Background: an optimization exercise with open tools, aiming at small area, a short achievable clock period and few clock cycles. Do not read the settings as production practice. For this run, only the layout was checked, not whether the RTL still works. Power figures rest on the tool's default switching activity, not on a simulated workload.

==> design/flow/design.v <==
module intcode_core (
    input  wire        clk,
    input  wire        rst,         
    input  wire        cmd_valid,
    output wire        cmd_ready,
    input  wire [3:0]  cmd_op,
    input  wire [15:0] cmd_a,
    input  wire [15:0] cmd_b,
    input  wire [15:0] cmd_c,
    input  wire [15:0] cmd_d,
    output reg         rsp_valid,
    output reg  [2:0]  rsp_code,
    output reg  [31:0] rsp_data
);
    localparam MEM_MAX = 64;
    localparam C_LOAD = 4'd0, C_PATCH = 4'd1, C_RUN = 4'd2, C_RESULT = 4'd3,
               C_PEEK = 4'd4, C_GET = 4'd5, C_SETRANGE = 4'd6, C_SEARCH = 4'd7;
    localparam R_DONE = 3'd0, R_REFUSED = 3'd1, R_HALTED = 3'd2, R_FAULTED = 3'd3,
               R_FOUND = 3'd4, R_NOTFOUND = 3'd5, R_VALUE = 3'd6, R_INVALID = 3'd7;
    localparam ST_RUNNING = 2'd0, ST_HALTED = 2'd1, ST_FAULTED = 2'd2;
    localparam SS_IDLE = 2'd0, SS_SEARCHING = 2'd1, SS_FOUND = 2'd2, SS_NOTFOUND = 2'd3;
    localparam F_BADOP = 3'd1, F_SHORT = 3'd2, F_OOB = 3'd3, F_OVF = 3'd4, F_PATCH = 3'd5;
    reg [15:0] mem  [0:MEM_MAX-1];
    reg [15:0] base [0:MEM_MAX-1];
    reg [6:0]  mem_len, base_len, ip;
    reg [1:0]  state, sstate;
    reg [2:0]  fcause;
    reg [15:0] finfo;
    reg [1:0]  fslot;
    reg [15:0] target, noun, verb, noun_lo, noun_hi, verb_lo, verb_hi;
    reg [22:0] answer;
    reg [31:0] sfcnt;
    reg        ready;        
    reg        loading;      
    reg [6:0]  ld_idx;
    reg        peek_pend;    
    reg        peek_ok;
    reg        run_act;      
    reg        srch;         
    reg        replay;       
    reg        rs_pend;      
    reg        pf_pend;      
    reg        ep;           
    reg        tail_pend;    
    reg        tail_flt;     
    reg [15:0] m0_old;       
    reg [15:0] noun_p, verb_p;   
    reg        vD, mulD;
    reg [5:0]  aD, bD, dD;
    reg [3:0]  ipD;
    reg        vE, eE, mulE;
    reg [15:0] xE, yE;
    reg [5:0]  dE;
    reg [3:0]  ipE;
    reg        vW, eW, ovfW;
    reg [15:0] resW;
    reg [5:0]  dW;
    reg [3:0]  ipW;
    reg        cw_v, cw_base;
    reg [5:0]  cw_a;
    reg [15:0] cw_d;
    assign cmd_ready = ready;
    wire accept = cmd_valid && ready;
    wire cur_E = vE && (eE == ep);
    wire cur_W = vW && (eW == ep);
    wire old_E = vE && (eE != ep);
    wire old_W = vW && (eW != ep);
    wire [3:0]  ipr = ip[5:2];
    wire [15:0] f0 = mem[{ipr, 2'd0}];
    wire [15:0] f1 = mem[{ipr, 2'd1}];
    wire [15:0] f2 = mem[{ipr, 2'd2}];
    wire [15:0] f3 = mem[{ipr, 2'd3}];
    wire        fs0  = ip >= mem_len;
    wire        fhlt = f0 == 16'd99;
    wire        fbad = f0 != 16'd1 && f0 != 16'd2;
    wire        fs3  = ({1'b0, ip} + 8'd3) >= {1'b0, mem_len};
    wire        foa  = f1 >= {9'd0, mem_len};
    wire        fob  = f2 >= {9'd0, mem_len};
    wire        fod  = f3 >= {9'd0, mem_len};
    wire        f_ok = !fs0 && !fhlt && !fbad && !fs3 && !foa && !fob && !fod;
    wire        f_halt = !fs0 && fhlt;
    wire        hitD = vD    && dD[5:2] == ipr;
    wire        hitE = cur_E && dE[5:2] == ipr;
    wire        hitW = cur_W && dW[5:2] == ipr;
    wire        hit0 = (hitD && dD[1:0] == 2'd0) || (hitE && dE[1:0] == 2'd0) ||
                       (hitW && dW[1:0] == 2'd0);
    wire        conflict = hit0 || ((hitD || hitE || hitW) && !fs0 && !fbad);
    wire        kill   = cur_W && ovfW;
    wire        f_go   = run_act && !kill && !conflict;
    wire        f_push = f_go && f_ok;
    wire        f_tok  = f_go && !f_ok && !tail_pend;
    wire        last_verb = (verb == verb_hi);
    wire        last_cand = last_verb && (noun == noun_hi);
    wire        overlap   = srch && !replay && !last_cand;
    wire        spec_h = f_tok && overlap && f_halt;      
    wire        spec_f = f_tok && overlap && !f_halt;     
    wire        f_end  = f_tok && !overlap && !vD && !vE;
    reg [2:0]  fe_cause;
    reg [15:0] fe_info;
    reg [1:0]  fe_slot;
    always @(*) begin
        fe_cause = 3'd0; fe_info = 16'd0; fe_slot = 2'd0;
        if (fs0)       fe_cause = F_SHORT;
        else if (fhlt) fe_cause = 3'd0;
        else if (fbad) begin fe_cause = F_BADOP; fe_info = f0; end
        else if (fs3)  begin fe_cause = F_SHORT; fe_info = {9'd0, mem_len - ip}; end
        else if (foa)  begin fe_cause = F_OOB; fe_info = f1; fe_slot = 2'd1; end
        else if (fob)  begin fe_cause = F_OOB; fe_info = f2; fe_slot = 2'd2; end
        else           begin fe_cause = F_OOB; fe_info = f3; fe_slot = 2'd3; end
    end
    wire [16:0] sum  = {1'b0, xE} + {1'b0, yE};
    wire [31:0] prod = xE * yE;
    wire [15:0] resE = mulE ? prod[15:0] : sum[15:0];
    wire        ovfE = mulE ? (prod[31:16] != 16'd0) : sum[16];
    wire [15:0] rdA = mem[aD];
    wire [15:0] rdB = mem[bD];
    wire [15:0] xR = (cur_E && dE == aD) ? resE : (cur_W && dW == aD) ? resW : rdA;
    wire [15:0] yR = (cur_E && dE == bD) ? resE : (cur_W && dW == bD) ? resW : rdB;
    wire [15:0] noun_nx = last_verb ? noun + 16'd1 : noun;
    wire [15:0] verb_nx = last_verb ? verb_lo : verb + 16'd1;
    wire [15:0] m0  = (cur_W && dW == 6'd0) ? resW : mem[0];
    wire [22:0] ans = noun * 23'd100 + {7'd0, verb};
    wire        t_dec   = tail_pend && !old_E;
    wire        t_flt   = tail_flt || (old_W && ovfW);
    wire [15:0] t_m0    = (old_W && dW == 6'd0) ? resW : m0_old;
    wire        t_found = t_dec && !t_flt && (t_m0 == target);
    wire end_ev  = f_end || (run_act && kill);
    wire dec     = srch && (end_ev || pf_pend || spec_f);
    wire halted  = f_end && f_halt;
    wire found   = halted && (m0 == target);
    wire advance = spec_h || (dec && !found && !last_cand);
    wire restore = rs_pend || advance || t_found;
    wire [15:0] p_n = rs_pend ? noun : t_found ? noun_p : noun_nx;
    wire [15:0] p_v = rs_pend ? verb : t_found ? verb_p : verb_nx;
    wire [15:0] r1 = (base_len > 7'd1) ? p_n : base[1];
    wire [15:0] r2 = (base_len > 7'd2) ? p_v : base[2];
    wire [15:0] r3 = base[3];
    wire        r_ok = (base_len > 7'd3) && (base[0] == 16'd1 || base[0] == 16'd2) &&
                       (r1 < {9'd0, base_len}) && (r2 < {9'd0, base_len}) &&
                       (r3 < {9'd0, base_len});
    reg [31:0] get_val;
    always @(*) begin
        case (cmd_a)
            16'd0:  get_val = {25'd0, mem_len};
            16'd1:  get_val = {25'd0, ip};
            16'd2:  get_val = {30'd0, state};
            16'd3:  get_val = {29'd0, fcause};
            16'd4:  get_val = {16'd0, finfo};
            16'd5:  get_val = {30'd0, fslot};
            16'd6:  get_val = {25'd0, base_len};
            16'd7:  get_val = {16'd0, target};
            16'd8:  get_val = {16'd0, noun};
            16'd9:  get_val = {16'd0, verb};
            16'd10: get_val = {16'd0, noun_lo};
            16'd11: get_val = {16'd0, noun_hi};
            16'd12: get_val = {16'd0, verb_lo};
            16'd13: get_val = {16'd0, verb_hi};
            16'd14: get_val = {30'd0, sstate};
            16'd15: get_val = {9'd0, answer};
            16'd16: get_val = sfcnt;
            default: get_val = 32'd0;
        endcase
    end
    wire        we    = cw_v || (cur_W && !ovfW);
    wire [5:0]  waddr = cw_v ? cw_a : dW;
    wire [15:0] wdata = cw_v ? cw_d : resW;
    integer i;
    always @(posedge clk) begin
        for (i = 0; i < MEM_MAX; i = i + 1) begin
            if (restore) begin
                if (i == 1 && base_len > 7'd1)      mem[i] <= p_n;
                else if (i == 2 && base_len > 7'd2) mem[i] <= p_v;
                else                                mem[i] <= base[i];
            end else if (we && waddr == i)
                mem[i] <= wdata;
        end
        if (cw_v && cw_base)
            base[cw_a] <= cw_d;
    end
    task automatic respond(input [2:0] code, input [31:0] data);
        begin
            rsp_valid <= 1'b1;
            rsp_code  <= code;
            rsp_data  <= data;
        end
    endtask
    always @(posedge clk) begin
        if (restore) begin
            mulD <= base[0][1];
            aD   <= r1[5:0];
            bD   <= r2[5:0];
            dD   <= r3[5:0];
            ipD  <= 4'd0;
        end else begin
            mulD <= f0[1];
            aD   <= f1[5:0];
            bD   <= f2[5:0];
            dD   <= f3[5:0];
            ipD  <= ipr;
        end
        mulE <= mulD;
        xE   <= xR;
        yE   <= yR;
        dE   <= dD;
        ipE  <= ipD;
        eE   <= ep;
        resW <= resE;
        ovfW <= ovfE;
        dW   <= dE;
        ipW  <= ipE;
        eW   <= eE;
        if (accept && !loading && cmd_op == C_PEEK)
            aD <= cmd_a[5:0];
        cw_base <= loading;
        cw_a    <= loading ? ld_idx[5:0] : cmd_a[5:0];
        cw_d    <= loading ? cmd_a : cmd_b;
        if (rst) begin
            ready     <= 1'b1;
            loading   <= 1'b0;
            ld_idx    <= 7'd0;
            peek_pend <= 1'b0;
            peek_ok   <= 1'b0;
            run_act   <= 1'b0;
            srch      <= 1'b0;
            replay    <= 1'b0;
            rs_pend   <= 1'b0;
            pf_pend   <= 1'b0;
            ep        <= 1'b0;
            tail_pend <= 1'b0;
            tail_flt  <= 1'b0;
            m0_old    <= 16'd0;
            noun_p    <= 16'd0;
            verb_p    <= 16'd0;
            vD        <= 1'b0;
            vE        <= 1'b0;
            vW        <= 1'b0;
            cw_v      <= 1'b0;
            rsp_valid <= 1'b0;
            rsp_code  <= R_DONE;
            rsp_data  <= 32'd0;
            mem_len   <= 7'd0;
            base_len  <= 7'd0;
            ip        <= 7'd0;
            state     <= ST_RUNNING;
            fcause    <= 3'd0;
            finfo     <= 16'd0;
            fslot     <= 2'd0;
            target    <= 16'd0;
            noun      <= 16'd0;
            verb      <= 16'd0;
            noun_lo   <= 16'd0;
            noun_hi   <= 16'd99;
            verb_lo   <= 16'd0;
            verb_hi   <= 16'd99;
            sstate    <= SS_IDLE;
            answer    <= 23'd0;
            sfcnt     <= 32'd0;
        end else begin
            rsp_valid <= 1'b0;
            cw_v      <= 1'b0;
            rs_pend   <= 1'b0;
            pf_pend   <= 1'b0;
            if (accept && loading) begin
                cw_v    <= 1'b1;
                ld_idx  <= ld_idx + 7'd1;
                if (ld_idx + 7'd1 == mem_len) begin
                    loading <= 1'b0;
                    respond(R_DONE, 32'd0);
                end
            end else if (accept) begin
                case (cmd_op)
                    C_LOAD:
                        if (cmd_a > MEM_MAX) respond(R_REFUSED, 32'd0);
                        else begin
                            mem_len  <= cmd_a[6:0];
                            base_len <= cmd_a[6:0];
                            ip       <= 7'd0;
                            state    <= ST_RUNNING;
                            fcause   <= 3'd0;
                            finfo    <= 16'd0;
                            fslot    <= 2'd0;
                            sstate   <= SS_IDLE;
                            target   <= 16'd0;
                            noun     <= 16'd0;
                            verb     <= 16'd0;
                            answer   <= 23'd0;
                            sfcnt    <= 32'd0;
                            ld_idx   <= 7'd0;
                            if (cmd_a == 16'd0) respond(R_DONE, 32'd0);
                            else loading <= 1'b1;
                        end
                    C_PATCH:
                        if (state != ST_RUNNING) respond(R_REFUSED, 32'd0);
                        else if (cmd_a >= {9'd0, mem_len}) begin
                            state  <= ST_FAULTED;
                            fcause <= F_PATCH;
                            finfo  <= cmd_a;
                            fslot  <= 2'd0;
                            respond(R_FAULTED, 32'd0);
                        end else begin
                            cw_v    <= 1'b1;
                            respond(R_DONE, 32'd0);
                        end
                    C_RUN:
                        if (state != ST_RUNNING) respond(R_REFUSED, 32'd0);
                        else begin
                            ready   <= 1'b0;
                            srch    <= 1'b0;
                            run_act <= 1'b1;
                        end
                    C_RESULT:
                        if (state == ST_HALTED) respond(R_VALUE, {16'd0, mem[0]});
                        else respond(R_INVALID, 32'd0);
                    C_PEEK: begin
                        ready     <= 1'b0;
                        peek_pend <= 1'b1;
                        peek_ok   <= cmd_a < {9'd0, mem_len};
                    end
                    C_GET:
                        respond(R_VALUE, get_val);
                    C_SETRANGE: begin
                        noun_lo <= cmd_a;
                        noun_hi <= cmd_b;
                        verb_lo <= cmd_c;
                        verb_hi <= cmd_d;
                        respond(R_DONE, 32'd0);
                    end
                    C_SEARCH: begin
                        target <= cmd_a;
                        answer <= 23'd0;
                        sfcnt  <= 32'd0;
                        if (noun_lo > noun_hi || verb_lo > verb_hi) begin
                            sstate <= SS_NOTFOUND;
                            respond(R_NOTFOUND, 32'd0);
                        end else begin
                            ready   <= 1'b0;
                            sstate  <= SS_SEARCHING;
                            srch    <= 1'b1;
                            replay  <= 1'b0;
                            noun    <= noun_lo;
                            verb    <= verb_lo;
                            rs_pend <= 1'b1;
                        end
                    end
                    default: respond(R_REFUSED, 32'd0);
                endcase
            end
            if (peek_pend) begin
                peek_pend <= 1'b0;
                ready     <= 1'b1;
                if (peek_ok) respond(R_VALUE, {16'd0, rdA});
                else respond(R_REFUSED, 32'd0);
            end
            vD <= f_push;
            vE <= vD && !kill;
            vW <= vE && !kill;
            if (f_push) ip <= ip + 7'd4;
            if (kill && run_act) begin
                run_act <= 1'b0;
                ip      <= {1'b0, ipW, 2'd0};
                state   <= ST_FAULTED;
                fcause  <= F_OVF;
                finfo   <= 16'd0;
                fslot   <= 2'd0;
            end
            if (f_end) begin
                run_act <= 1'b0;
                state   <= f_halt ? ST_HALTED : ST_FAULTED;
                fcause  <= fe_cause;
                finfo   <= fe_info;
                fslot   <= fe_slot;
            end
            if (end_ev && !srch) begin
                ready <= 1'b1;
                respond(halted ? R_HALTED : R_FAULTED, 32'd0);
            end
            if (tail_pend && old_W) begin
                if (ovfW) tail_flt <= 1'b1;
                else if (dW == 6'd0) m0_old <= resW;
            end
            if (t_dec) begin
                tail_pend <= 1'b0;
                if (!t_found && t_flt) sfcnt <= sfcnt + 32'd1;
            end
            if (dec) begin
                replay <= 1'b0;
                if (found) begin
                    answer <= ans;
                    sstate <= SS_FOUND;
                    srch   <= 1'b0;
                    ready  <= 1'b1;
                    respond(R_FOUND, {9'd0, ans});
                end else begin
                    if (!halted) sfcnt <= sfcnt + 32'd1;
                    if (last_cand) begin
                        sstate <= SS_NOTFOUND;
                        srch   <= 1'b0;
                        ready  <= 1'b1;
                        respond(R_NOTFOUND, 32'd0);
                    end
                end
            end
            if (spec_h) begin
                tail_pend <= 1'b1;
                tail_flt  <= 1'b0;
                m0_old    <= m0;
            end
            if (advance) begin
                noun_p <= noun;
                verb_p <= verb;
                noun   <= noun_nx;
                verb   <= verb_nx;
            end
            if (t_found) begin
                noun   <= noun_p;
                verb   <= verb_p;
                replay <= 1'b1;
            end
            if (restore) begin
                ep      <= !ep;
                vD      <= 1'b0;
                vE      <= spec_h && vD;
                vW      <= spec_h && vE;
                mem_len <= base_len;
                ip      <= 7'd0;
                fslot   <= 2'd0;
                if (base_len <= 7'd1) begin
                    state   <= ST_FAULTED;
                    fcause  <= F_PATCH;
                    finfo   <= 16'd1;
                    pf_pend <= 1'b1;
                    run_act <= 1'b0;
                end else if (base_len <= 7'd2) begin
                    state   <= ST_FAULTED;
                    fcause  <= F_PATCH;
                    finfo   <= 16'd2;
                    pf_pend <= 1'b1;
                    run_act <= 1'b0;
                end else begin
                    state   <= ST_RUNNING;
                    fcause  <= 3'd0;
                    finfo   <= 16'd0;
                    run_act <= 1'b1;
                    if (r_ok) begin
                        vD <= 1'b1;
                        ip <= 7'd4;
                    end
                end
            end
        end
    end
endmodule
==> design/flow/flow/run.sh <==
#!/bin/bash
# Standard synthesis and layout; the layout's timing repair aims for a
# tighter setup target than the clock needs (the SDC is unchanged).
set -uo pipefail
bash standard.sh synth > synth.log 2>&1 || exit 1
bash standard.sh SETUP_SLACK_MARGIN=13 finish > layout.log 2>&1 || exit 1
==> design/flow/standard.sh <==
#!/bin/bash
# synth_recipe.tcl (not shown) runs the flow's synth.tcl, then flattens the netlist and writes it again
# the make line also repeats each setting of config.mk as NAME=value (left out here)
make -C /OpenROAD-flow-scripts/flow DESIGN_CONFIG=/design/flow/config.mk WORK_HOME=/design/flow/orfs CLKGATE_MAP_FILE= SYNTH_SCRIPT=/design/flow/synth_recipe.tcl "${@:-finish}"
==> design/flow/config.mk <==
export PLATFORM = sky130hd
export DESIGN_NAME = intcode_core
export DESIGN_NICKNAME = intcode_core
export VERILOG_FILES = /design/flow/design.v
export SDC_FILE = /design/flow/constraint.sdc
export NUM_CORES = 4
export LEC_CHECK = 0
export CAP_MARGIN = 20
export CORE_MARGIN = 2
export CORE_UTILIZATION = 40
export SLEW_MARGIN = 20
==> design/flow/constraint.sdc <==
create_clock -name core_clock -period 20.0 [get_ports {clk}]
set_input_delay 4.0000 -clock core_clock [delete_from_list [all_inputs] [get_ports {clk}]]
set_output_delay 4.0000 -clock core_clock [all_outputs]
set_load 0.01 [all_outputs]
==> run notes <==
## routing by layer
layer	global-route usage [%]	GRT overflow
met2	89.69	223
met5	36.04	0
met3	59.81	16
met4	68.57	208
met1	77.95	10
## through the flow
stage	cell area, µm²	setup WS (ns)	hold WS, ns
floorplan	127100	13.06	0.3096
global placement	135700	9.356	0.3101
detailed placement	135900	9.154	0.3121
CTS	149000	12.98	0.3248
## logic make-up after synthesis
logic type	share of synthesized area [%]
other cells	0.005919
xor+xnor	1.291
fa+ha+maj	6.084
buf+inv	4.144
simple gates	9.708
flops	55.35
compound gates	21.93
mux	1.486
## worst max path at each step
stage	startpoint	to	slack [ns]	cells after the start
detailed placement	ip[5]	mem[1][7]	9.15	26
floorplan	ip[2]	mem[32][0]	13.06	30
CTS	ip[3]	mem[50][0]	12.98	26
global placement	ip[5]	mem[1][7]	9.36	26
## cells in the mapped netlist (17+ instances only)
library cell / count / share of area (%)
xnor2_1: 119 / 0.82
buf_4: 17 / 0.10
nand4_1: 248 / 1.2
o22ai_1: 57 / 0.28
o21a_1: 39 / 0.23
a22oi_1: 971 / 5.7
nor3_1: 133 / 0.52
a2111oi_0: 27 / 0.19
ha_1: 285 / 2.8
a221o_1: 30 / 0.24
nand3_1: 263 / 1.0
edfxtp_1: 2048 / 48
a21oi_1: 369 / 1.5
nor2b_1: 48 / 0.24
or4_1: 20 / 0.12
dfxtp_1: 436 / 6.9
a311oi_1: 18 / 0.12
a221oi_1: 250 / 1.7
nand2_1: 664 / 2.0
o21bai_1: 22 / 0.13
nor3b_1: 23 / 0.14
a31oi_1: 53 / 0.26
nor4_1: 85 / 0.42
or2_2: 19 / 0.094
mux2_2: 41 / 0.36
and3_1: 57 / 0.28
inv_1: 466 / 1.4
nor2_1: 569 / 1.7
o2111ai_1: 18 / 0.12
a211oi_1: 60 / 0.36
buf_1: 40 / 0.12
a21boi_0: 17 / 0.10
a222oi_1: 75 / 0.59
clkbuf_1: 475 / 1.4
a21o_1: 1039 / 6.1
o211ai_1: 56 / 0.33
buf_2: 268 / 1.1
mux2i_1: 122 / 0.96
nand2b_1: 49 / 0.24
and2_1: 206 / 1.0
fa_1: 207 / 3.3
a22o_1: 212 / 1.5
o21ai_0: 345 / 1.4
xor2_1: 68 / 0.47
or3_1: 27 / 0.13
## power groups by stage
stage | Sequential (mW) | Clock, mW | Combinational (mW)
3_5_place_dp | 5.99 | 0 | 1.82
4_1_cts | 5.88 | 5.50 | 2.14
2_1_floorplan | 5.94 | 0 | 1.21
3_3_place_gp | 5.99 | 0 | 1.74
## what timing repair did
item / in CTS
setup buffers: 121
pin swaps: 44
cloned: 47
resized for setup: 282
setup endpoints to repair: 2291
==> results.toml <==
[status]
status = "aborted with a tool error"
failed_stage = "global routing"
stop_error = "[ERROR GRT-0116] Global routing finished with congestion. Check the congestion regions in the DRC Viewer."

[clocking]
numCtsBuffers = 284
cts_buffer_depth = 4
ctsHoldBuffers = 0
cts-root-buf = "clkbuf_16"
cts.sinks = 2484
cts_max_level = 5

[synthesis]
ys_seq_area_share_pct = 55.35
avgSynthCellArea_um2 = 11.63
synthFlopType = "edfxtp_1"
postSynth.asyncResetShare_pct = 0
syn_nets = 11470
synthCells = 10910
syn_area_um2 = 126900
synth_seq_cells = 2484
ys_warn_count = 2
synth_edf_count = 2048
synthDistinctLibCells = 102

[die]
die_h_um = 567.2
start_util_pct = 40.25
rows = 206
die_w_um = 567.2
ios = 108

[placement]
hpwlAfterDp_mm = 755.4
io_buffers = 107
globalplace.congestion = 1.324
dpl.cell_count = 14990

[grt]
grt_pass1_vias = 131800
grt_pass1_wl_mm = 1579
grt_use_total_pct = 74.90
overflow = 457
grt_max_degree = 103
